What follows belongs to an exercise in optimizing a design on an open flow for small area, a short achievable clock period and few clock cycles; a production flow would make more cautious choices. No run shown here included a check of the RTL's function; only the layout flow was run. Power figures rest on the tool's default switching activity, not on a simulated workload.

==> flow/design.v <==
module blind_frame_rx (
    input  wire       clk,
    input  wire       rst,         
    input  wire       in_valid,
    input  wire [7:0] in_data,
    output reg        in_ready,
    output reg        evt_valid,
    output reg  [1:0] evt_code,    
    output reg  [7:0] evt_arg0,
    output reg  [7:0] evt_arg1,
    output reg        pay_valid,
    output reg  [7:0] pay_data,
    output reg        pay_last,
    input  wire       pay_ready
);
    localparam [1:0] EV_NOISE    = 2'd0;
    localparam [1:0] EV_OVERFLOW = 2'd1;
    localparam [1:0] EV_FRAME    = 2'd2;
    localparam [1:0] EV_CRC_ERR  = 2'd3;
    localparam N = 254;                 
    function [7:0] inc;
        input [7:0] x;
        inc = (x == N - 1) ? 8'd0 : x + 8'd1;
    endfunction
    function [7:0] crc8_step;
        input [7:0] a;
        input [7:0] b;
        integer i;
        reg [7:0] c;
        begin
            c = a ^ b;
            for (i = 0; i < 8; i = i + 1)
                c = c[7] ? ((c << 1) ^ 8'h07) : (c << 1);
            crc8_step = c;
        end
    endfunction
    reg       a_v, b_v;
    reg [7:0] a_d, b_d;
    wire      push = in_valid && in_ready;
    wire      pop;
    always @(posedge clk) begin
        if (rst) begin
            a_v      <= 1'b0;
            b_v      <= 1'b0;
            in_ready <= 1'b1;
        end else begin
            if (!a_v || pop) begin
                a_v      <= b_v || push;
                b_v      <= 1'b0;
                in_ready <= 1'b1;
            end else if (push) begin
                b_v      <= 1'b1;
                in_ready <= 1'b0;
            end
        end
    end
    always @(posedge clk) begin
        if (!a_v || pop)
            a_d <= b_v ? b_d : in_data;
        if (in_ready)
            b_d <= in_data;
    end
    reg  [7:0] ring [0:N-1];
    reg  [7:0] wdata;
    genvar g;
    generate
        for (g = 0; g < N; g = g + 1) begin : st
            if (g == 1) begin : wt
                always @(posedge clk)
                    ring[g] <= pop ? wdata : ring[g - 1];
            end else begin : sh
                always @(posedge clk)
                    ring[g] <= ring[(g + N - 1) % N];
            end
        end
    endgenerate
    localparam S0 = 0, S1 = 1, S2 = 2, SP = 3, SE = 4, SO = 5;
    reg  [5:0] s;                       
    reg  [7:0] wd, rd;                  
    reg  [7:0] bq0, bq1;                
    reg  [7:0] occ;                     
    reg  [7:0] ac;                      
    reg        full;                    
    reg        w_al, r_al;              
    reg  [7:0] k;                       
    reg        k1;                      
    reg        big;                     
    reg  [7:0] len, id, crc;
    reg  [7:0] rem;                     
    reg        rem0, rem1;              
    reg        skip;                    
    reg        bq_v0, bq_v1;            
    reg        sp_v;                    
    reg        ac_nz, occ_z;            
    wire       consume = r_al && ac_nz && (rem0 || skip || !sp_v);
    wire       wait_bq;                 
    assign     pop     = a_v && w_al && (!full || consume) && !wait_bq;
    wire       idle    = !a_v && s[S0] && occ_z;
    wire [7:0] occ_keep = consume ? occ - 8'd1 : occ;
    wire [7:0] occ_inc  = consume ? occ : occ + 8'd1;
    reg  [7:0] fs_r;                    
    wire [7:0] fs_rn    = consume ? fs_r - 8'd1 : fs_r;
    wire [7:0] ac_keep  = consume ? ac - 8'd1 : ac;
    wire [7:0] b        = a_d;
    wire       is_aa    = (b == 8'hAA);
    wire       len_big  = (b[7:2] == 6'h3f) && (b[1:0] != 2'b00);
    wire       crc_ok   = (crc == b);
    wire       mark     = s[SE] && !crc_ok && (len != 8'd0);
    assign     wait_bq  = mark && bq_v1;
    wire       commit   = s[S0] || s[S1] || (s[S2] && len_big) || (s[SP] && big) ||
                          s[SE] || s[SO];
    wire       bq_at    = bq_v0 && (bq0 == 8'd0);
    wire       bq_hit   = consume && rem0 && bq_at;
    always @(*) begin
        wdata = 8'h00;
        if ((s[S2] && !len_big) || (s[SP] && !big))
            wdata = b;
    end
    always @(posedge clk) begin
        evt_code <= s[SE] ? (crc_ok ? EV_FRAME : EV_CRC_ERR) :
                    s[SO] ? EV_OVERFLOW : EV_NOISE;
        evt_arg0 <= s[SE] ? (crc_ok ? id : crc) : b;
        evt_arg1 <= s[SE] ? (crc_ok ? len : b) : 8'h00;
        if (pop) begin
            if (s[S1]) id <= b;
            if (s[S2]) len <= b;
            if (s[S1])
                crc <= crc8_step(8'h00, b);
            else if (s[S2] || (s[SP] && !big))
                crc <= crc8_step(crc, b);
        end
        fs_r <= (pop && s[S2]) ? occ_keep : fs_rn;
        if (pop && s[S2]) begin
            big <= len_big;
            k   <= len_big ? 8'd253 : b;
            k1  <= (b == 8'd1);
        end
        if (pop && s[SP]) begin
            k  <= k - 8'd1;
            k1 <= (k == 8'd2);
        end
        bq0 <= (bq_hit ? bq1 : bq0) - {7'd0, consume};
        bq1 <= bq1 - {7'd0, consume};
        if (pop && mark) begin
            if (bq_hit ? !bq_v1 : !bq_v0)
                bq0 <= fs_rn;
            else
                bq1 <= fs_rn;
        end
    end
    always @(posedge clk) begin
        if (rst) begin
            s         <= 6'b000001;
            wd        <= 8'd0;
            rd        <= 8'd0;
            occ       <= 8'd0;
            ac        <= 8'd0;
            full      <= 1'b0;
            ac_nz     <= 1'b0;
            occ_z     <= 1'b1;
            w_al      <= 1'b1;
            r_al      <= 1'b1;
            bq_v0     <= 1'b0;
            bq_v1     <= 1'b0;
            evt_valid <= 1'b0;
        end else begin
            evt_valid <= pop && ((s[S0] && !is_aa) || s[SE] || s[SO]);
            if (!idle) begin
                wd <= pop ? wd : inc(wd);
                rd <= consume ? rd : inc(rd);
            end
            w_al <= pop ? 1'b1 :
                    idle ? w_al : (wd == N - 1);
            r_al <= consume ? 1'b1 :
                    idle ? r_al : (rd == N - 1);
            occ <= pop ? occ_inc : occ_keep;
            ac  <= (pop && commit) ? occ_inc : ac_keep;
            ac_nz <= (pop && commit) || (ac_nz && !(consume && ac == 8'd1));
            occ_z <= !pop && (consume ? (occ == 8'd1) : occ_z);
            full  <= !pop ? (full && !consume) : (consume ? full : (occ == N - 1));
            if (bq_hit) begin
                bq_v0 <= bq_v1;
                bq_v1 <= 1'b0;
            end
            if (pop && mark) begin
                if (bq_hit ? !bq_v1 : !bq_v0)
                    bq_v0 <= 1'b1;
                else
                    bq_v1 <= 1'b1;
            end
            if (pop) begin
                s <= 6'b0;
                if (s[S0]) s[is_aa ? S1 : S0] <= 1'b1;
                if (s[S1]) s[S2] <= 1'b1;
                if (s[S2]) s[(b == 8'd0) ? SE : SP] <= 1'b1;
                if (s[SP]) s[!k1 ? SP : big ? SO : SE] <= 1'b1;
                if (s[SE] || s[SO]) s[S0] <= 1'b1;
            end
        end
    end
    wire [7:0] rdata = ring[0];
    always @(posedge clk) begin
        if (rst) begin
            rem0 <= 1'b1;
        end else if (consume) begin
            if (rem0) begin
                skip <= bq_at;
                rem  <= rdata;
                rem0 <= (rdata == 8'd0);
                rem1 <= (rdata == 8'd1);
            end else begin
                rem  <= rem - 8'd1;
                rem0 <= rem1;
                rem1 <= (rem == 8'd2);
            end
        end
    end
    wire       main_free = !pay_valid || pay_ready;
    wire       out_push  = consume && !rem0 && !skip;
    reg  [7:0] sp_d;
    reg        sp_l;
    always @(posedge clk) begin
        if (rst) begin
            pay_valid <= 1'b0;
            sp_v      <= 1'b0;
        end else begin
            if (main_free) begin
                pay_valid <= sp_v || out_push;
                sp_v      <= 1'b0;
            end else if (out_push) begin
                sp_v      <= 1'b1;
            end
        end
    end
    reg  [7:0] pd_q;
    reg        pl_q;
    always @(posedge clk) begin
        pd_q     <= main_free ? (sp_v ? sp_d : rdata) : pay_data;
        pl_q     <= main_free ? (sp_v ? sp_l : rem1) : pay_last;
        pay_data <= main_free ? (sp_v ? sp_d : rdata) : pd_q;
        pay_last <= main_free ? (sp_v ? sp_l : rem1) : pl_q;
        if (!sp_v) begin
            sp_d <= rdata;
            sp_l <= rem1;
        end
    end
endmodule
==> flow/flow/run.sh <==
#!/bin/bash
set -euo pipefail
bash standard.sh \
    "BUFFER_PORTS_ARGS=-buffer_cell sky130_fd_sc_hd__buf_4" \
    SETUP_SLACK_MARGIN=6 \
    finish > make_finish.log 2>&1
==> flow/standard.sh <==
#!/bin/bash
# synth_recipe.tcl (not shown) runs the flow's synth.tcl, then flattens the netlist and writes it again
# the make line also repeats each setting of config.mk as NAME=value (left out here)
make -C /OpenROAD-flow-scripts/flow DESIGN_CONFIG=/design/flow/config.mk WORK_HOME=/design/flow/orfs CLKGATE_MAP_FILE= SYNTH_SCRIPT=/design/flow/synth_recipe.tcl "${@:-finish}"
==> flow/config.mk <==
export PLATFORM = sky130hd
export DESIGN_NAME = blind_frame_rx
export DESIGN_NICKNAME = blind_frame_rx
export VERILOG_FILES = /design/flow/design.v
export SDC_FILE = /design/flow/constraint.sdc
export NUM_CORES = 4
export LEC_CHECK = 0
export ABC_CLOCK_PERIOD_IN_PS = 2000
export CAP_MARGIN = 20
export CORE_MARGIN = 2
export CORE_UTILIZATION = 55
export CTS_CLUSTER_DIAMETER = 60
export CTS_CLUSTER_SIZE = 30
export SLEW_MARGIN = 20
==> flow/constraint.sdc <==
create_clock -name core_clock -period 9.0 [get_ports {clk}]
set_input_delay 1.8000 -clock core_clock [delete_from_list [all_inputs] [get_ports {clk}]]
set_output_delay 1.8000 -clock core_clock [all_outputs]
set_load 0.01 [all_outputs]
==> impl_metrics.ini, run 1 <==
[outcome]
status = no timing/DRC/antenna violations

[sta]
fin_setup_tns_ns = 0
maxSlewViolCount = 0
post-route-min-period_ns = 3.10
fin_hold_ws_ns = 0.299
timing.fmax_ghz = 0.322
fin_crit_sh_pct = 34.5
slew-limit-headroom_pct = 42.4
rsz0062_at_grt = true
hold_viol = 0
setup_viol = 0
clock_skew_ns = 0.0494
worstMarginPinSlew_ns = 0.861

[clocking]
htreeDepth = 3
clk_path_buf_depth = 3
cts_hold_buf = 0
cts-root-buf = clkbuf_16
cts_tree = yes
numCtsBuffers = 112
clk_pin_slew_ns = 0.09
clkLatencyLatePin_ns = 0.71
clkSinkCount = 2213

[die]
die_area_sq_um = 92500
dieWidth_microns = 304
die_y_microns = 304
rows = 110
io_pins = 42
start_util_pct = 55.3
coreArea_sq_um = 89600

[yosys]
ys.warnings.count = 2
ys_ff_latch = 2213
synth_edf_count = 60
synth_ff_type = dfxtp_1
synth_nets = 2974
async_reset_ff_share_pct = 0
synth_area_sq_um = 49500
synth_cell_types = 65
synth_area_per_cell_sq_um = 16.9
syn_inst = 2931
ys_seq_area_share_pct = 90.6

[cells_and_area]
multi_input_area_sq_um = 4340
mostFrequentLayoutCell = dfxtp_1
fin_nets = 3116
fin_area_sq_um = 55700
seq_area_sq_um = 44900
num-fill-cells = 6520
postLayoutCoreUtil_pct = 62.1
antenna_cells = 0
areaGrowthSynthToFinish_pct = 12.4
layout-drive-gt1-share_pct = 10.9
layout_common_cells = 2126 x dfxtp_1, 113 x clkbuf_16, 92 x nor2_1, 72 x nand2_1, 64 x xnor2_1

[routing]
vias = 19000
remaining_drc_errors = 0
detail_route.wl_per_cell_microns = 14.0
wirelength_microns = 60600
drtIter0Drc = 898
ant_nets = 0
drt_pass1_iterations = 5
vias_per_cell = 4.38

[power_and_ir_drop]
power.leakage_uw = 0.0219
ir_drop_mv = 0.238
p_per_area_nw_per_um2 = 298

[worst_setup_path]
path_delay_family = flip-flops
max_stage_delay_ns = 0.45
r2r_start = sp_v
end_kind = output port
crit_chain = buf_4
r2r-end = bq0[5]
rrSetupSlack_ns = 6.20
worstPathRequired_ns = 7.20
reg2regPathDepth = 10
critPathLaunchType = flip-flop
arrival_ns = 1.30
crit_slowest_cell = dfxtp_4
critical_path.max_fanout = 11
critPathKind = flip-flop to output port
crit_buf_inv = 1

[hold_path]
worstHoldPathType = flip-flop to flip-flop
min_to = ring[4][1]
hold_depth = 0
worstHoldStart = ring[3][1]

[global_routing]
grt_pass1_vias = 19400
grt_max_degree = 47
grt-ovfl-total = 0
grt_pass1_wl_microns = 101000
antenna_found_initial = 0
grt_use_total_pct = 13.3

[flow_run]
drv_cap = 0

[placed_design]
gp_congestion = 0.724
dp_hpwl_microns = 33400
placed_area_sq_um = 51100
io_buffers = 41
synthesized netlist by cell type, drive strengths merged (4+ instances only):
library cell / count / area [sq um]
a211oi: 12 / 90.1
a21oi: 57 / 300
a31oi: 5 / 31.3
and3: 9 / 56.3
buf: 19 / 115
clkbuf: 25 / 93.8
dfxtp: 2153 / 43100
edfxtp: 60 / 1800
ha: 31 / 388
inv: 38 / 143
mux2: 19 / 214
mux2i: 38 / 380
nand2: 74 / 278
nand2b: 14 / 95.1
nand3: 26 / 130
nand3b: 4 / 30.0
nand4: 6 / 37.5
nor2: 95 / 362
nor2b: 12 / 75.1
nor3: 24 / 131
nor4: 19 / 149
o21a: 19 / 143
o21ai: 30 / 150
or3: 6 / 37.5
or4: 7 / 60.1
xnor2: 64 / 561
xor2: 28 / 245
routing by layer:
layer  vias up  wire length [microns]  track usage, %
met2       230                  24400            19.0
met3       111                   1990            2.80
met1      8961                  32600            20.2
li1       9671                      -               -
met4         0                   1630            4.63
met5         -                      0               0
final cells by class:
cell class	instances	share of cell area, %
multi-input cells	637	7.80
clock buffers	116	5.15
flip-flops and latches	2213	80.7
well taps	1176	2.64
inverters	38	0.276
repair buffers	71	1.13
clock inverters	81	2.28
per-stage QoR:
step,cells,power [uW],worst slack (ns)
floorplan,2931,10600,6.03
global placement,4105,10700,5.65
global route,4332,17200,5.83
detailed placement,4105,10700,5.57
CTS,4314,16700,5.75
finish,4332,16600,5.90
worst max-delay path by stage:
stage,start,to,slack (ns),cells past startpoint
2_1_floorplan,rst,skip,6.03,4
3_3_place_gp,a_d[7],crc[2],5.65,8
3_5_place_dp,rem0,bq0[6],5.57,10
4_1_cts,in_ready,in_ready,5.75,1
5_1_grt,in_ready,in_ready,5.83,1
6_report,in_ready,in_ready,5.90,1
state kept, by name, indices dropped and copies added (netlist names), 8 cells and up:
signal    cells
a_d           8
ac            8
b_d           8
bq0           8
bq1           8
crc           8
evt_arg0      8
evt_arg1      8
fs_r          8
id            8
k             8
len           8
occ           8
pay_data      8
pd_q          8
rd            8
rem           8
ring       2032
sp_d          8
wd            8
cells by family (layout without fill, tap and decap cells):
logic type | Yosys count | after routing | synth area share, %
XOR/XNOR | 92 | 92 | 1.63
AO/OA/AOI/OAI | 142 | 142 | 1.77
AND/OR/NAND/NOR | 312 | 313 | 3.22
multiplexers | 58 | 58 | 1.24
buffers and inverters | 82 | 306 | 0.710
flip-flops | 2213 | 2213 | 90.6
adder cells (fa/ha/maj) | 32 | 32 | 0.803
where the power goes:
| part | switching (uW) | internal, uW | total (uW) |
|---|---|---|---|
| clock | 3280 | 2770 | 6050 |
| combinational | 239 | 201 | 440 |
| sequential | 132 | 9960 | 10100 |
what timing repair did:
action,CTS,global route
setup endpoints to repair,93,68
pin swaps,3,2
setup buffers,12,17
endpoints found under the hold margin,0,0
resized for setup,56,11
cloned,0,1
==> run 2: changes to the inputs <==
--- a/flow/design.v
+++ b/flow/design.v
@@ -76,10 +76,9 @@
     endgenerate
     localparam S0 = 0, S1 = 1, S2 = 2, SP = 3, SE = 4, SO = 5;
     reg  [5:0] s;                       
-    reg  [7:0] wd, rd;                  
+    reg  [7:0] wd;                      
     reg  [7:0] bq0, bq1;                
     reg  [7:0] occ;                     
-    reg  [7:0] ac;                      
     reg        full;                    
     reg        w_al, r_al;              
     reg  [7:0] k;                       
@@ -90,25 +89,25 @@
     reg        rem0, rem1;              
     reg        skip;                    
     reg        bq_v0, bq_v1;            
-    reg        sp_v;                    
-    reg        ac_nz, occ_z;            
-    wire       consume = r_al && ac_nz && (rem0 || skip || !sp_v);
+    reg        occ_z, fs_nz;            
+    wire       in_frame = s[SE] || (s[SP] && !big);
+    wire       ac_nz    = in_frame ? fs_nz : !occ_z;
+    wire       main_free = !pay_valid || pay_ready;      
+    wire       consume  = r_al && ac_nz && (rem0 || skip || main_free);
     wire       wait_bq;                 
     assign     pop     = a_v && w_al && (!full || consume) && !wait_bq;
     wire       idle    = !a_v && s[S0] && occ_z;
+    wire [8:0] rd_sum  = {1'b0, wd} + {1'b0, occ};         
     wire [7:0] occ_keep = consume ? occ - 8'd1 : occ;
     wire [7:0] occ_inc  = consume ? occ : occ + 8'd1;
     reg  [7:0] fs_r;                    
     wire [7:0] fs_rn    = consume ? fs_r - 8'd1 : fs_r;
-    wire [7:0] ac_keep  = consume ? ac - 8'd1 : ac;
     wire [7:0] b        = a_d;
     wire       is_aa    = (b == 8'hAA);
     wire       len_big  = (b[7:2] == 6'h3f) && (b[1:0] != 2'b00);
     wire       crc_ok   = (crc == b);
     wire       mark     = s[SE] && !crc_ok && (len != 8'd0);
     assign     wait_bq  = mark && bq_v1;
-    wire       commit   = s[S0] || s[S1] || (s[S2] && len_big) || (s[SP] && big) ||
-                          s[SE] || s[SO];
     wire       bq_at    = bq_v0 && (bq0 == 8'd0);
     wire       bq_hit   = consume && rem0 && bq_at;
     always @(*) begin
@@ -130,6 +129,8 @@
                 crc <= crc8_step(crc, b);
         end
         fs_r <= (pop && s[S2]) ? occ_keep : fs_rn;
+        fs_nz <= (pop && s[S2]) ? (consume ? (occ != 8'd1) : !occ_z) :
+                 (fs_nz && !(consume && fs_r == 8'd1));
         if (pop && s[S2]) begin
             big <= len_big;
             k   <= len_big ? 8'd253 : b;
@@ -152,11 +153,8 @@
         if (rst) begin
             s         <= 6'b000001;
             wd        <= 8'd0;
-            rd        <= 8'd0;
             occ       <= 8'd0;
-            ac        <= 8'd0;
             full      <= 1'b0;
-            ac_nz     <= 1'b0;
             occ_z     <= 1'b1;
             w_al      <= 1'b1;
             r_al      <= 1'b1;
@@ -165,17 +163,13 @@
             evt_valid <= 1'b0;
         end else begin
             evt_valid <= pop && ((s[S0] && !is_aa) || s[SE] || s[SO]);
-            if (!idle) begin
-                wd <= pop ? wd : inc(wd);
-                rd <= consume ? rd : inc(rd);
-            end
+            if (!idle && !pop)
+                wd <= inc(wd);
             w_al <= pop ? 1'b1 :
                     idle ? w_al : (wd == N - 1);
             r_al <= consume ? 1'b1 :
-                    idle ? r_al : (rd == N - 1);
+                    idle ? r_al : (rd_sum == N - 1) || (rd_sum == 2 * N - 1);
             occ <= pop ? occ_inc : occ_keep;
-            ac  <= (pop && commit) ? occ_inc : ac_keep;
-            ac_nz <= (pop && commit) || (ac_nz && !(consume && ac == 8'd1));
             occ_z <= !pop && (consume ? (occ == 8'd1) : occ_z);
             full  <= !pop ? (full && !consume) : (consume ? full : (occ == N - 1));
             if (bq_hit) begin
@@ -215,33 +209,19 @@
             end
         end
     end
-    wire       main_free = !pay_valid || pay_ready;
     wire       out_push  = consume && !rem0 && !skip;
-    reg  [7:0] sp_d;
-    reg        sp_l;
-    always @(posedge clk) begin
-        if (rst) begin
+    always @(posedge clk) begin
+        if (rst)
             pay_valid <= 1'b0;
-            sp_v      <= 1'b0;
-        end else begin
-            if (main_free) begin
-                pay_valid <= sp_v || out_push;
-                sp_v      <= 1'b0;
-            end else if (out_push) begin
-                sp_v      <= 1'b1;
-            end
-        end
+        else if (main_free)
+            pay_valid <= out_push;
     end
     reg  [7:0] pd_q;
     reg        pl_q;
     always @(posedge clk) begin
-        pd_q     <= main_free ? (sp_v ? sp_d : rdata) : pay_data;
-        pl_q     <= main_free ? (sp_v ? sp_l : rem1) : pay_last;
-        pay_data <= main_free ? (sp_v ? sp_d : rdata) : pd_q;
-        pay_last <= main_free ? (sp_v ? sp_l : rem1) : pl_q;
-        if (!sp_v) begin
-            sp_d <= rdata;
-            sp_l <= rem1;
-        end
+        pd_q     <= main_free ? rdata : pay_data;
+        pl_q     <= main_free ? rem1 : pay_last;
+        pay_data <= main_free ? rdata : pd_q;
+        pay_last <= main_free ? rem1 : pl_q;
     end
 endmodule
==> flow/config.mk (replaced) <==
export PLATFORM = sky130hd
export DESIGN_NAME = blind_frame_rx
export DESIGN_NICKNAME = blind_frame_rx
export VERILOG_FILES = /design/flow/design.v
export SDC_FILE = /design/flow/constraint.sdc
export NUM_CORES = 4
export LEC_CHECK = 0
export CAP_MARGIN = 20
export CORE_MARGIN = 2
export CORE_UTILIZATION = 55
export CTS_CLUSTER_DIAMETER = 80
export CTS_CLUSTER_SIZE = 34
export SLEW_MARGIN = 20
==> run 2 against run 1 <==
Effect of this change:
- final cell count decreased by 3.7%
- sequential power about the same
- highest routed layer unchanged
- critical path type is now input pin to flip-flop
- critical endpoint is now bq0[7]
- combinational power increased by 22%
- area after synthesis is 1.6% lower
==> impl_metrics.ini, run 2 <==
[outcome]
status = no timing/DRC/antenna violations

[sta]
fin_setup_tns_ns = 0
worstMarginPinSlew_ns = 0.753
hold_viol = 0
maxSlewViolCount = 0
clock_skew_ns = 0.0231
fin_crit_sh_pct = 39.3
timing.fmax_ghz = 0.282
rsz0062_at_grt = true
fin_hold_ws_ns = 0.324
post-route-min-period_ns = 3.54
slew-limit-headroom_pct = 49.6
setup_viol = 0

[clocking]
clk_path_buf_depth = 3
cts_tree = yes
clkSinkCount = 2187
cts_hold_buf = 0
clkLatencyLatePin_ns = 0.66
clk_pin_slew_ns = 0.11
numCtsBuffers = 77
htreeDepth = 3
cts-root-buf = clkbuf_16

[cells_and_area]
multi_input_area_sq_um = 4370
layout_common_cells = 2113 x dfxtp_1, 115 x nand2_1, 79 x clkbuf_16, 65 x buf_4, 60 x edfxtp_1
antenna_cells = 0
layout-drive-gt1-share_pct = 8.79
fin_area_sq_um = 53400
seq_area_sq_um = 44400
num-fill-cells = 6555
fin_nets = 3037
final_cells = 4170
max_flop_register = ring
postLayoutCoreUtil_pct = 60.6
largest_register_ffs = 2032
areaGrowthSynthToFinish_pct = 9.49
mostFrequentLayoutCell = dfxtp_1

[die]
die_area_sq_um = 91100
rows = 109
coreArea_sq_um = 88100
die_y_microns = 302
start_util_pct = 55.3
dieWidth_microns = 302
io_pins = 42

[flow_run]
drv_cap = 0

[worst_setup_path]
critPathKind = input pin to flip-flop
crit_top_cell = or3_4
crit_buf_inv = 2
end_kind = flip-flop
crit_slowest_cell = or3_4
crit_chain = buf_6, nand2b_4, o31a_1, o21ai_4, inv_8, ha_4, or3b_4, or3_4, or3_4, and3_4, a211oi_2, mux2i_1
critPathLaunchType = input pin
path_delay_family = simple AND/OR/NAND/NOR gates
arrival_ns = 4.05
worstPathRequired_ns = 9.51
critical_path.max_fanout = 3
max_stage_delay_ns = 0.39

[yosys]
ys.warnings.count = 2
syn_inst = 2865
ys_seq_area_share_pct = 91.0
synth_area_per_cell_sq_um = 17.0
synth_area_sq_um = 48800
synth_top_cells_by_count = 2127 x dfxtp_1, 121 x nand2_1, 61 x nor2_1
synthTopCellsByArea = dfxtp_1 87%, edfxtp_1 3.7%, xnor2_1 0.93%
ys_ff_latch = 2187
yosys.area.top_type = dfxtp_1
synth.most_common_cell = dfxtp_1
synth_nets = 2914
async_reset_ff_share_pct = 0
synth_ff_type = dfxtp_1
synth_cell_types = 74
synth_edf_count = 60
synth_top_area_share_pct = 87.3

[placed_design]
dp.cells = 4029
placed_area_sq_um = 50400
dp_hpwl_microns = 32000
gp_congestion = 0.745
io_buffers = 41

[power_and_ir_drop]
power_switching_uw = 3100
power.leakage_uw = 0.0211
power_frac_clock_pct = 29.4
p_seq_share_pct = 67.0
comb_power_share_pct = 3.6
ir_drop_mv = 0.213
p_int_uw = 11800
p_sw_share_pct = 20.9
p_per_area_nw_per_um2 = 278

[routing]
vias = 18300
drt_pass1_iterations = 5
remaining_drc_errors = 0
wirelength_microns = 58500
drtIter0Drc = 772
ant_nets = 0
vias_per_cell = 4.38
detail_route.wl_per_cell_microns = 14.0

[global_routing]
grt_pass1_wl_microns = 95700
grt_pass1_vias = 18200
antenna_found_initial = 0
grt_use_total_pct = 12.9
grt_max_degree = 39
grt-ovfl-total = 0

[hold_path]
worstHoldPathType = flip-flop to flip-flop
==> run 2: cell count changes after synthesis, moves of 9 or more <==
cell and delta:
a21boi_0 +14, a21oi_1 -12, dfxtp_1 -26, inv_1 -9, mux2_2 -9, mux2i_1 -11
nand2_1 +47, nor2_1 -32, o21a_1 -15, xnor2_1 -12
==> run 2: cells by family (layout without fill, tap and decap cells) <==
group | after synthesis | count (layout) | synth area share [%]
buf+inv | 73 | 212 | 0.672
simple gates | 314 | 314 | 3.13
compound gates | 138 | 139 | 1.96
xor+xnor | 78 | 78 | 1.42
mux | 38 | 38 | 0.831
fa+ha+maj | 37 | 37 | 0.965
flops | 2187 | 2187 | 91.0
==> run 2: worst paths after layout <==
kind                                   from     endpoint  slack (ns)  cells past startpoint
worst max-delay path              pay_ready       bq0[7]        5.46                     12
worst min-delay path            ring[86][1]  ring[87][1]        0.32                      0
worst max register to register          big       bq0[7]        5.62                     11
worst min register to register  ring[86][1]  ring[87][1]        0.32                      0
==> run 2: area by class of cell <==
class / count / share of cell area [%]
inverter: 29 / 0.227
timing repair inverter: 1 / 0.0117
tap: 1165 / 2.73
timing repair buffer: 86 / 1.43
multi-input combinational: 606 / 8.19
clock buffer: 82 / 3.72
sequential: 2187 / 83.2
clock inverter: 14 / 0.506
==> run 2: power by group through the flow <==
stage	clock (uW)	sequential, uW	combinational [uW]
after floorplan	0	10100	359
after global placement	0	10200	433
after detailed placement	0	10200	440
after CTS	4530	9950	487
after global routing	4870	9970	587
final	4370	9950	535
==> run 2: per-layer routing <==
layer	up-vias	GRT usage, %	wire length (microns)
met4	0	3.78	1140
met5	-	0	0
met1	8672	20.1	31800
li1	9322	-	-
met3	94	3.09	2680
met2	191	18.0	22900
==> run 2: repair_timing <==
item                       CTS  global route
gates resized for setup     52            34
buffers inserted            23            20
gates cloned                 2             0
setup endpoints to repair  120            77
pin swaps                    5            16
==> run 2: per-stage QoR <==
stage / total power, uW / setup slack [ns]
floorplan: 10500 / 4.71
finish: 14900 / 5.46
detailed placement: 10600 / 4.03
CTS: 15000 / 5.56
global placement: 10600 / 3.96
global route: 15400 / 5.45
==> run 3: changes to the inputs <==
--- a/flow/config.mk
+++ b/flow/config.mk
@@ -8,6 +8,7 @@
 export CAP_MARGIN = 20
 export CORE_MARGIN = 2
 export CORE_UTILIZATION = 55
+export CTS_BUF_LIST = sky130_fd_sc_hd__clkbuf_16 sky130_fd_sc_hd__clkbuf_8 sky130_fd_sc_hd__clkbuf_4
 export CTS_CLUSTER_DIAMETER = 80
 export CTS_CLUSTER_SIZE = 34
 export SLEW_MARGIN = 20
==> run 3 against run 2 <==
Effect of this change:
- still clean on timing, DRC and antenna
- synthesized cell count unchanged
- routed wire length hardly changed
- critical path depth unchanged
- sequential cell count did not move
- area after synthesis stayed put
- register-to-register slack about the same
- die area stayed put
- non-clock buffer count stayed put
- sequential share of layout area about the same
- critical path type unchanged
- critical endpoint unchanged
==> impl_metrics.ini, run 3 <==
[worst_setup_path]
crit_top_cell = or3_4
max_stage_delay_ns = 0.39
crit_slowest_cell = or3_4
critPathLaunchType = input pin
arrival_ns = 4.05
crit_path_start = pay_ready
r2r-end = bq0[7]
critical_path.max_fanout = 3
crit_end = bq0[7]
rrSetupSlack_ns = 5.62
end_kind = flip-flop
worstPathRequired_ns = 9.51
r2r_start = big
critPathKind = input pin to flip-flop
reg2regPathDepth = 11
crit_chain = buf_6, nand2b_4, o31a_1, o21ai_4, inv_8, ha_4, or3b_4, or3_4, or3_4, and3_4, a211oi_2, mux2i_1

[yosys]
synth_cell_types = 74
async_reset_ff_share_pct = 0
synth_edf_count = 60
yosys.area.top_type = dfxtp_1
synth_area_per_cell_sq_um = 17.0
synth_ff_type = dfxtp_1
synth_top_cells_by_count = 2127 x dfxtp_1, 121 x nand2_1, 61 x nor2_1
synth_area_sq_um = 48800
synth_nets = 2914
synthTopCellsByArea = dfxtp_1 87%, edfxtp_1 3.7%, xnor2_1 0.93%
synth_top_area_share_pct = 87.3
ys.warnings.count = 2
synth.most_common_cell = dfxtp_1
ys_ff_latch = 2187
ys_seq_area_share_pct = 91.0
syn_inst = 2865

[clocking]
cts_hold_buf = 0
clkLatencyLatePin_ns = 0.66
numCtsBuffers = 77
cts-root-buf = clkbuf_16
htreeDepth = 3
cts_tree = yes
clk_pin_slew_ns = 0.11
clkSinkCount = 2187
clk_path_buf_depth = 3

[global_routing]
grt_max_degree = 39
grt-ovfl-total = 0
grt_pass1_vias = 18200
antenna_found_initial = 0
grt_use_total_pct = 12.9
grt_pass1_wl_microns = 95700

[routing]
vias_per_cell = 4.38
vias = 18300
wirelength_microns = 58500
drtIter0Drc = 772
drt_pass1_iterations = 5
detail_route.wl_per_cell_microns = 14.0
ant_nets = 0
remaining_drc_errors = 0

[die]
dieWidth_microns = 302
io_pins = 42
rows = 109
start_util_pct = 55.3
coreArea_sq_um = 88100
die_area_sq_um = 91100
die_y_microns = 302

[cells_and_area]
multi_input_area_sq_um = 4370
largest_register_ffs = 2032
areaGrowthSynthToFinish_pct = 9.52
layout_common_cells = 2113 x dfxtp_1, 115 x nand2_1, 79 x clkbuf_16, 65 x buf_4, 60 x edfxtp_1
mostFrequentLayoutCell = dfxtp_1
max_flop_register = ring
num-fill-cells = 6554
seq_area_sq_um = 44400
antenna_cells = 0
fin_nets = 3037
final_cells = 4170
layout-drive-gt1-share_pct = 8.89

[placed_design]
pre_cts_slack_ns = 4.03
dp.cells = 4029
io_buffers = 41
dp_hpwl_microns = 32000
gp_congestion = 0.745

[sta]
clock_skew_ns = 0.0242
post-route-min-period_ns = 3.54
timing.fmax_ghz = 0.282
setup_viol = 0
fin_crit_sh_pct = 39.3
setup_ws_ns = 5.46
maxSlewViolCount = 0
slew-limit-headroom_pct = 49.6
rsz0062_at_grt = true
fin_setup_tns_ns = 0
worstMarginPinSlew_ns = 0.753
hold_viol = 0

[power_and_ir_drop]
power.leakage_uw = 0.0211
p_per_area_nw_per_um2 = 278
report.power.total_uw = 14900
ir_drop_mv = 0.213

[hold_path]
hold_depth = 0
worstHoldPathType = flip-flop to flip-flop

[outcome]
status = no timing/DRC/antenna violations

[flow_run]
drv_cap = 0
[run 3: cell count changes in the layout (fill, tap and decap cells not counted)]
cell	change
clkbuf_1	-3
clkbuf_4	+3
[run 3: metrics by stage]
stage / hold slack [ns] / area [sq um] / util [%]
after floorplan: 0.310 / 48900 / -
after global placement: 0.309 / 50400 / 57.2
after detailed placement: 0.312 / 50400 / 57.2
after CTS: 0.319 / 53000 / 60.2
after global routing: 0.326 / 53400 / 60.6
final: 0.324 / 53400 / 60.6
[run 3: critical path: cells and delay by family]
kind / cells / cell delay (ns)
muxes: 1 / 0.10
and+or+nand+nor: 5 / 1.40
adders and majority gates: 1 / 0.10
AOI/OAI and AO/OA: 3 / 0.51
buffers and inverters: 2 / 0.14
[run 3: per-layer routing]
layer | up-vias | part of all wire (%) | global-route usage, %
li1 | 9321 | - | -
met1 | 8667 | 54 | 20.1
met2 | 196 | 39 | 18.0
met3 | 94 | 4.6 | 3.09
met4 | 0 | 1.9 | 3.78
met5 | - | 0 | 0
[run 3: cell families (layout without fill, tap and decap cells)]
| kind of cell | after synthesis | after routing | share of synthesized area [%] |
|---|---|---|---|
| flip-flops | 2187 | 2187 | 91.0 |
| AND/OR/NAND/NOR | 314 | 314 | 3.13 |
| AO/OA/AOI/OAI | 138 | 139 | 1.96 |
| XOR/XNOR | 78 | 78 | 1.42 |
| buffers and inverters | 73 | 212 | 0.672 |
| multiplexers | 38 | 38 | 0.831 |
| adder cells (fa/ha/maj) | 37 | 37 | 0.965 |
[run 3: layout make-up]
type / instances / area share [%]
flip-flops and latches: 2187 / 83.2
inverters: 29 / 0.227
clock buffers: 82 / 3.74
clock inverters: 14 / 0.506
multi-input cells: 606 / 8.19
repair buffers: 86 / 1.43
repair inverters: 1 / 0.0117
well taps: 1165 / 2.73
[run 3: worst min-delay path by stage]
stage	from	endpoint	slack (ns)
finish	ring[39][1]	ring[40][1]	0.32
global route	ring[69][5]	ring[70][5]	0.33
CTS	ring[7][2]	ring[8][2]	0.32
detailed placement	ring[11][2]	ring[12][2]	0.31
global placement	ring[125][6]	ring[126][6]	0.31
floorplan	ring[253][0]	ring[0][0]	0.31
[run 3: timing repair]
item | 4_1_cts | 5_1_grt
pin swaps | 5 | 16
cloned | 2 | 0
resized for setup | 52 | 34
setup endpoints to repair | 120 | 77
setup buffers | 23 | 20
[run 3: where the power goes]
| part | internal (uW) | switching, uW | leakage (uW) |
|---|---|---|---|
| clock | 1700 | 2680 | 0.00111 |
| sequential | 9810 | 137 | 0.0177 |
| combinational | 248 | 287 | 0.00227 |
==> run 4: changes to the inputs <==
--- a/flow/design.v
+++ b/flow/design.v
@@ -140,8 +140,8 @@
             k  <= k - 8'd1;
             k1 <= (k == 8'd2);
         end
-        bq0 <= (bq_hit ? bq1 : bq0) - {7'd0, consume};
-        bq1 <= bq1 - {7'd0, consume};
+        bq0 <= bq_hit ? bq1 - 8'd1 : consume ? bq0 - 8'd1 : bq0;
+        bq1 <= consume ? bq1 - 8'd1 : bq1;
         if (pop && mark) begin
             if (bq_hit ? !bq_v1 : !bq_v0)
                 bq0 <= fs_rn;
--- a/flow/config.mk
+++ b/flow/config.mk
@@ -8,7 +8,6 @@
 export CAP_MARGIN = 20
 export CORE_MARGIN = 2
 export CORE_UTILIZATION = 55
-export CTS_BUF_LIST = sky130_fd_sc_hd__clkbuf_16 sky130_fd_sc_hd__clkbuf_8 sky130_fd_sc_hd__clkbuf_4
 export CTS_CLUSTER_DIAMETER = 80
 export CTS_CLUSTER_SIZE = 34
 export SLEW_MARGIN = 20
==> run 4 against run 3 <==
Effect of this change:
- critical path depth shrank 4
- sequential share of layout area shrank 0.57 points
- utilization grew 0.33 points
- final area is 0.71% higher
- die area grew 0.32%
- register-to-register slack better by 0.50 ns
- sequential power is essentially flat
- non-clock buffer count increased by 1
- routed wire length grew 7.5%
- final cell count rose by 0.70%
- combinational power increased by 7.7%
- critical endpoint is now occ[6]
==> impl_metrics.ini, run 4 <==
[die]
io_pins = 42
start_util_pct = 55.4
rows = 109
die_area_sq_um = 91300
die_y_microns = 302
dieWidth_microns = 302
coreArea_sq_um = 88200

[clocking]
cts_tree = yes
cts-root-buf = clkbuf_16
cts_hold_buf = 0
clkSinkCount = 2187
clkLatencyLatePin_ns = 0.68
clk_pin_slew_ns = 0.11
clk_path_buf_depth = 3
numCtsBuffers = 82
htreeDepth = 3

[worst_setup_path]
path_depth = 8
end_kind = flip-flop
max_stage_delay_ns = 0.54
crit_buf_inv = 2
reg2regPathDepth = 9
critPathKind = input pin to flip-flop
path_delay_family = simple AND/OR/NAND/NOR gates
arrival_ns = 3.52
critPathLaunchType = input pin
crit_slowest_cell = or4b_4
worstPathRequired_ns = 9.52
crit_top_cell = nand2_8
critical_path.max_fanout = 6
crit_chain = buf_6, or4b_4, nand2_8, a21o_4, buf_12, nand2_8, o31a_1, mux2_4

[power_and_ir_drop]
p_per_area_nw_per_um2 = 282
ir_drop_mv = 0.250
report.power.total_uw = 15200
power.leakage_uw = 0.0213

[placed_design]
placed_area_sq_um = 50600
io_buffers = 41
gp_congestion = 0.738
dp_hpwl_microns = 34700

[outcome]
status = no timing/DRC/antenna violations

[yosys]
syn_inst = 2884
yosys.area.top_type = dfxtp_1
synthTopCellsByArea = dfxtp_1 87%, edfxtp_1 3.7%, xnor2_1 1.0%
ys.warnings.count = 2
ys_seq_area_share_pct = 90.7
synth_area_sq_um = 48900
async_reset_ff_share_pct = 0
synth_edf_count = 60
synth_ff_type = dfxtp_1
synth.most_common_cell = dfxtp_1
synth_cell_types = 80
synth_nets = 2931
synth_area_per_cell_sq_um = 17.0
synth_top_area_share_pct = 87.0
ys_ff_latch = 2187
synth_top_cells_by_count = 2127 x dfxtp_1, 107 x nand2_1, 72 x nor2_1

[sta]
post-route-min-period_ns = 3.00
hold_viol = 0
setup_viol = 0
slew-limit-headroom_pct = 25.9
fin_crit_sh_pct = 33.4
rsz0062_at_grt = true
timing.fmax_ghz = 0.333
fin_setup_tns_ns = 0
worstMarginPinSlew_ns = 1.11
clock_skew_ns = 0.0582
maxSlewViolCount = 0

[routing]
drt_pass1_iterations = 4
maxUsedRoutingLayer = met4
vias_per_cell = 4.39
drtIter0Drc = 748
remaining_drc_errors = 0
detail_route.wl_per_cell_microns = 15.0
ant_nets = 0
vias = 18400
wl_met3_microns = 2370
wl_met1_microns = 33100
dr_wl_met2_microns = 26100
wirelength_microns = 62900

[hold_path]
hold_depth = 0
worstHoldPathType = flip-flop to flip-flop

[cells_and_area]
antenna_cells = 0
areaGrowthSynthToFinish_pct = 9.93
mostFrequentLayoutCell = dfxtp_1
largest_register_ffs = 2032
layout-drive-gt1-share_pct = 8.70
max_flop_register = ring
layout_common_cells = 2110 x dfxtp_1, 105 x nand2_1, 85 x clkbuf_16, 69 x nor2_1, 61 x buf_4
fin_area_sq_um = 53800
postLayoutCoreUtil_pct = 60.9
fin_nets = 3061

[flow_run]
drv_cap = 0

[global_routing]
grt_pass1_vias = 18400
antenna_found_initial = 0
grt_pass1_wl_microns = 101000
grt_max_degree = 35
grt-ovfl-total = 0
grt_use_total_pct = 13.8
run 4: cell types whose count changed in the layout (fill, tap and decap cells not counted), sizes merged, moves of 5 or more:
cell    previous run  this run
a31oi              9         4
nor2              61        72
a21boi            14         2
clkinv             5        11
nor2b              6        15
nor4              17        12
inv               38        45
xor2              26        32
a21oi             44        55
o21ai             27        35
nand2            122       110
xnor2             52        58
run 4: what timing repair did:
item	in CTS	in global routing
pin swaps	2	6
cloned	2	0
gates resized for setup	43	17
buffers inserted	23	19
setup endpoints to repair	122	55
hold endpoints to repair	0	0
run 4: final timing paths:
check	startpoint	to	slack [ns]
worst max-delay path	pay_ready	occ[6]	6.00
worst min-delay path	ring[253][5]	ring[0][5]	0.30
worst max register to register	crc[2]	occ[3]	6.12
worst min register to register	ring[253][5]	ring[0][5]	0.30
run 4: cell type report:
class | instances | area [sq um]
Clock buffer | 85 | 2130
Inverter | 37 | 146
Fill cell | 6381 | 34500
Clock inverter | 19 | 440
Tap cell | 1165 | 1460
Sequential cell | 2187 | 44400
Timing Repair Buffer | 87 | 812
Multi-Input combinational cell | 619 | 4380
run 4: cells by family after synthesis:
kind of cell,share of synthesized area [%]
XOR/XNOR,1.61
AND/OR/NAND/NOR,3.07
flip-flops,90.7
multiplexers,0.872
AO/OA/AOI/OAI,2.05
buffers and inverters,0.757
adder cells (fa/ha/maj),0.911
run 4: stage by stage:
stage,setup WS [ns],hold slack [ns],std cells
floorplan,5.61,0.310,2884
global placement,4.80,0.311,4051
detailed placement,4.82,0.312,4051
CTS,5.97,0.301,4180
global route,5.95,0.309,4199
finish,6.00,0.302,4199
run 4: where the power goes:
| group | switching [uW] | internal, uW | total, uW |
|---|---|---|---|
| Combinational | 321 | 254 | 576 |
| Sequential | 142 | 9860 | 10000 |
| Clock | 2790 | 1820 | 4610 |
run 4: metal layers:
metal,up-vias,global-route usage [%]
met5,-,0
met4,0,4.01
met3,81,2.79
met2,186,20.4
met1,8779,20.8
li1,9389,-
==> run 5: changes to the inputs <==
--- a/flow/design.v
+++ b/flow/design.v
@@ -89,11 +89,11 @@
     reg        rem0, rem1;              
     reg        skip;                    
     reg        bq_v0, bq_v1;            
+    reg        sp_v;                    
     reg        occ_z, fs_nz;            
     wire       in_frame = s[SE] || (s[SP] && !big);
     wire       ac_nz    = in_frame ? fs_nz : !occ_z;
-    wire       main_free = !pay_valid || pay_ready;      
-    wire       consume  = r_al && ac_nz && (rem0 || skip || main_free);
+    wire       consume  = r_al && ac_nz && (rem0 || skip || !sp_v);
     wire       wait_bq;                 
     assign     pop     = a_v && w_al && (!full || consume) && !wait_bq;
     wire       idle    = !a_v && s[S0] && occ_z;
@@ -209,19 +209,33 @@
             end
         end
     end
+    wire       main_free = !pay_valid || pay_ready;
     wire       out_push  = consume && !rem0 && !skip;
-    always @(posedge clk) begin
-        if (rst)
+    reg  [7:0] sp_d;
+    reg        sp_l;
+    always @(posedge clk) begin
+        if (rst) begin
             pay_valid <= 1'b0;
-        else if (main_free)
-            pay_valid <= out_push;
+            sp_v      <= 1'b0;
+        end else begin
+            if (main_free) begin
+                pay_valid <= sp_v || out_push;
+                sp_v      <= 1'b0;
+            end else if (out_push) begin
+                sp_v      <= 1'b1;
+            end
+        end
     end
     reg  [7:0] pd_q;
     reg        pl_q;
     always @(posedge clk) begin
-        pd_q     <= main_free ? rdata : pay_data;
-        pl_q     <= main_free ? rem1 : pay_last;
-        pay_data <= main_free ? rdata : pd_q;
-        pay_last <= main_free ? rem1 : pl_q;
+        pd_q     <= main_free ? (sp_v ? sp_d : rdata) : pay_data;
+        pl_q     <= main_free ? (sp_v ? sp_l : rem1) : pay_last;
+        pay_data <= main_free ? (sp_v ? sp_d : rdata) : pd_q;
+        pay_last <= main_free ? (sp_v ? sp_l : rem1) : pl_q;
+        if (!sp_v) begin
+            sp_d <= rdata;
+            sp_l <= rem1;
+        end
     end
 endmodule
==> run 5 against run 4 <==
Effect of this change:
- register-to-register slack improved by 0.12 ns
- sequential cell count rose by 10
- sequential power barely moved
- final area fell by 0.71%
- via count fell by 0.66%
- clock skew fell by 0.0036 ns
- global-route usage fell by 0.55 points
- combinational power fell by 7.5%
- routed wire length fell by 4.6%
- critical path type is now flip-flop to output port
==> impl_metrics.ini, run 5 <==
[outcome]
status = no timing/DRC/antenna violations

[placed_design]
gp_congestion = 0.755
io_buffers = 41
dp.cells = 4055
dp_hpwl_microns = 33900

[global_routing]
grt_pass1_vias = 18500
grt_use_met3_pct = 2.66
grt_use_met1_pct = 20.1
grt-ovfl-total = 0
antenna_found_initial = 1
grt_max_degree = 36
grt_pass1_wl_microns = 97800
grt_use_total_pct = 13.3
grt.busiest_layer = met1
grt_use_met2_pct = 19.2

[yosys]
syn_inst = 2886
synth.most_common_cell = dfxtp_1
yosys.area.top_type = dfxtp_1
synth_area_sq_um = 49200
synthTopCellsByArea = dfxtp_1 87%, edfxtp_1 3.7%, xnor2_1 1.2%
synth_area_per_cell_sq_um = 17.0
synth_top_cells_by_count = 2137 x dfxtp_1, 82 x nor2_1, 65 x xnor2_1
ys_ff_latch = 2197
ys_seq_area_share_pct = 90.7
ys.warnings.count = 2
synth_edf_count = 60
synth_top_area_share_pct = 87.0
synth_cell_types = 74
async_reset_ff_share_pct = 0
synth_nets = 2933
synth_ff_type = dfxtp_1

[cells_and_area]
largest_register_ffs = 2032
mostFrequentLayoutCell = dfxtp_1
layout_common_cells = 2123 x dfxtp_1, 81 x nor2_1, 79 x clkbuf_16, 65 x xnor2_1, 60 x edfxtp_1
layout-drive-gt1-share_pct = 7.52
max_flop_register = ring
postLayoutCoreUtil_pct = 60.3
final_cells = 4172
fin_nets = 3030
areaGrowthSynthToFinish_pct = 8.60

[sta]
rsz0062_at_grt = true
fin_crit_sh_pct = 33.0
setup_viol = 0
slew-limit-headroom_pct = 33.9
maxSlewViolCount = 0
clock_skew_ns = 0.0547
worstMarginPinSlew_ns = 0.991
timing.fmax_ghz = 0.337
post-route-min-period_ns = 2.97
hold_viol = 0
fin_setup_tns_ns = 0

[clocking]
clk_path_buf_depth = 3
cts_tree = yes
clkSinkCount = 2197
cts-root-buf = clkbuf_16
clkLatencyLatePin_ns = 0.68
clk_pin_slew_ns = 0.11
cts_hold_buf = 0
htreeDepth = 3
numCtsBuffers = 78

[die]
dieWidth_microns = 303
io_pins = 42
start_util_pct = 55.6
coreArea_sq_um = 88500
die_area_sq_um = 91800
die_y_microns = 303
rows = 109

[power_and_ir_drop]
p_per_area_nw_per_um2 = 281
ir_drop_mv = 0.194
power.leakage_uw = 0.0209

[worst_setup_path]
crit_slowest_cell = dfxtp_4
crit_buf_inv = 1
path_delay_family = flip-flops
end_kind = output port
critPathKind = flip-flop to output port
arrival_ns = 1.17
crit_chain = buf_6
max_stage_delay_ns = 0.38
worstPathRequired_ns = 7.20
critPathLaunchType = flip-flop
critical_path.max_fanout = 2

[routing]
drtIter0Drc = 966
vias = 18300
detail_route.wl_per_cell_microns = 14.4
remaining_drc_errors = 0
drt_pass1_iterations = 21
ant_nets = 0
wirelength_microns = 60000
vias_per_cell = 4.39

[flow_run]
drv_cap = 0

[hold_path]
worstHoldPathType = flip-flop to flip-flop
==> run 5: kinds of logic (layout without fill, tap and decap cells) <==
kind of cell               count (synthesis)  after routing  synth area share (%)
other                                      0              2                     0
adders and majority gates                 35             35                 0.906
buffers and inverters                     82            201                 0.720
AOI/OAI and AO/OA                        165            165                  2.35
DFF                                     2197           2197                  90.7
xor gates and xnor gates                  90             90                  1.62
muxes                                     49             49                  1.04
and+or+nand+nor                          268            268                  2.69
==> run 5: through the flow <==
step,cell area [sq um],setup WS (ns),hold slack [ns],power (uW)
3_3_place_gp,50800,5.16,0.309,10800
6_report,53400,6.03,0.301,15000
5_1_grt,53400,5.95,0.299,15600
2_1_floorplan,49200,6.02,0.310,10600
4_1_cts,53300,5.95,0.297,15200
3_5_place_dp,50800,5.10,0.312,10800
==> run 5: repair_timing <==
action | 4_1_cts | 5_1_grt
buffers inserted | 8 | 5
resized for setup | 28 | 12
setup endpoints to repair | 129 | 116
pin swaps | 1 | 1
==> run 5: area by class of cell <==
| class | instances | area, sq um |
|---|---|---|
| Fill cell | 6504 | 35100 |
| Sequential cell | 2197 | 44600 |
| Inverter | 40 | 150 |
| Clock buffer | 83 | 1990 |
| Tap cell | 1165 | 1460 |
| Clock inverter | 19 | 392 |
| Multi-Input combinational cell | 607 | 4290 |
| Antenna cell | 2 | 5.00 |
| Timing Repair Buffer | 59 | 504 |
==> run 5: final timing paths <==
path | startpoint | to | slack (ns) | cells after the start
worst max-delay path | pay_data[4] | pay_data[4] | 6.03 | 1
worst min-delay path | ring[114][4] | ring[115][4] | 0.30 | 0
worst max register to register | crc[4] | wd[1] | 6.24 | 10
worst min register to register | ring[114][4] | ring[115][4] | 0.30 | 0
==> run 5: report_power, final <==
| group | total, uW | internal, uW | switching [uW] |
|---|---|---|---|
| sequential | 10000 | 9910 | 131 |
| clock | 4430 | 1710 | 2720 |
| combinational | 533 | 229 | 304 |
==> run 5: worst register-to-register path: stages (launching register included) <==
cell and delay [ns]:
edfxtp_1 0.51, xnor2_1 0.21, ha_1 0.17, nand3_1 0.17, nor3_4 0.31, buf_6 0.29, o311ai_4 0.19, a21oi_1 0.18
buf_4 0.26, a21boi_2 0.16, a211oi_1 0.22
==> run 5: layer usage <==
layer / part of all wire [%] / up-vias
met5: 0 / -
met4: 2.7 / 0
met3: 3.3 / 100
met2: 41 / 175
met1: 53 / 8711
li1: - / 9327

-- re-timing with driven ports --
How much do the figures lean on ideal ports? The routed layouts below were timed once more, with nothing changed but the port constraints. Step 1, drivers: a clkbuf_16 drives clk and a buf_2 each remaining input, both assumed. Step 2 adds t to the input delays and takes it off the output delays; t is the mean of the earliest and latest rising clock arrival at the registers after step 1. Input paths then give back, and output paths get back, about the clock's delay inside the block. Slacks: ideal ports / drivers / drivers and shift; pairs: ideal ports / drivers.
| run | shift t [ns] | setup WS [ns] | clock arrival spread, ns | slew at the worst register clock pin (ns) |
|---|---|---|---|---|
| run 1 | 0.744 | 5.899 / 5.839 / 5.642 | 0.053 / 0.052 | 0.10 / 0.10 |
| run 2 | 0.707 | 5.460 / 5.412 / 4.705 | 0.026 / 0.026 | 0.12 / 0.12 |
| run 3 | 0.708 | 5.460 / 5.412 / 4.704 | 0.027 / 0.027 | 0.12 / 0.12 |
| run 4 | 0.711 | 5.995 / 5.974 / 5.276 | 0.060 / 0.059 | 0.12 / 0.12 |
| run 5 | 0.715 | 6.029 / 5.970 / 5.778 | 0.061 / 0.062 | 0.12 / 0.12 |
After both steps every run listed still meets setup and hold. The setup slack of run 3, which loses most, moves by -0.048 ns with the drivers and by -0.756 ns with both steps.
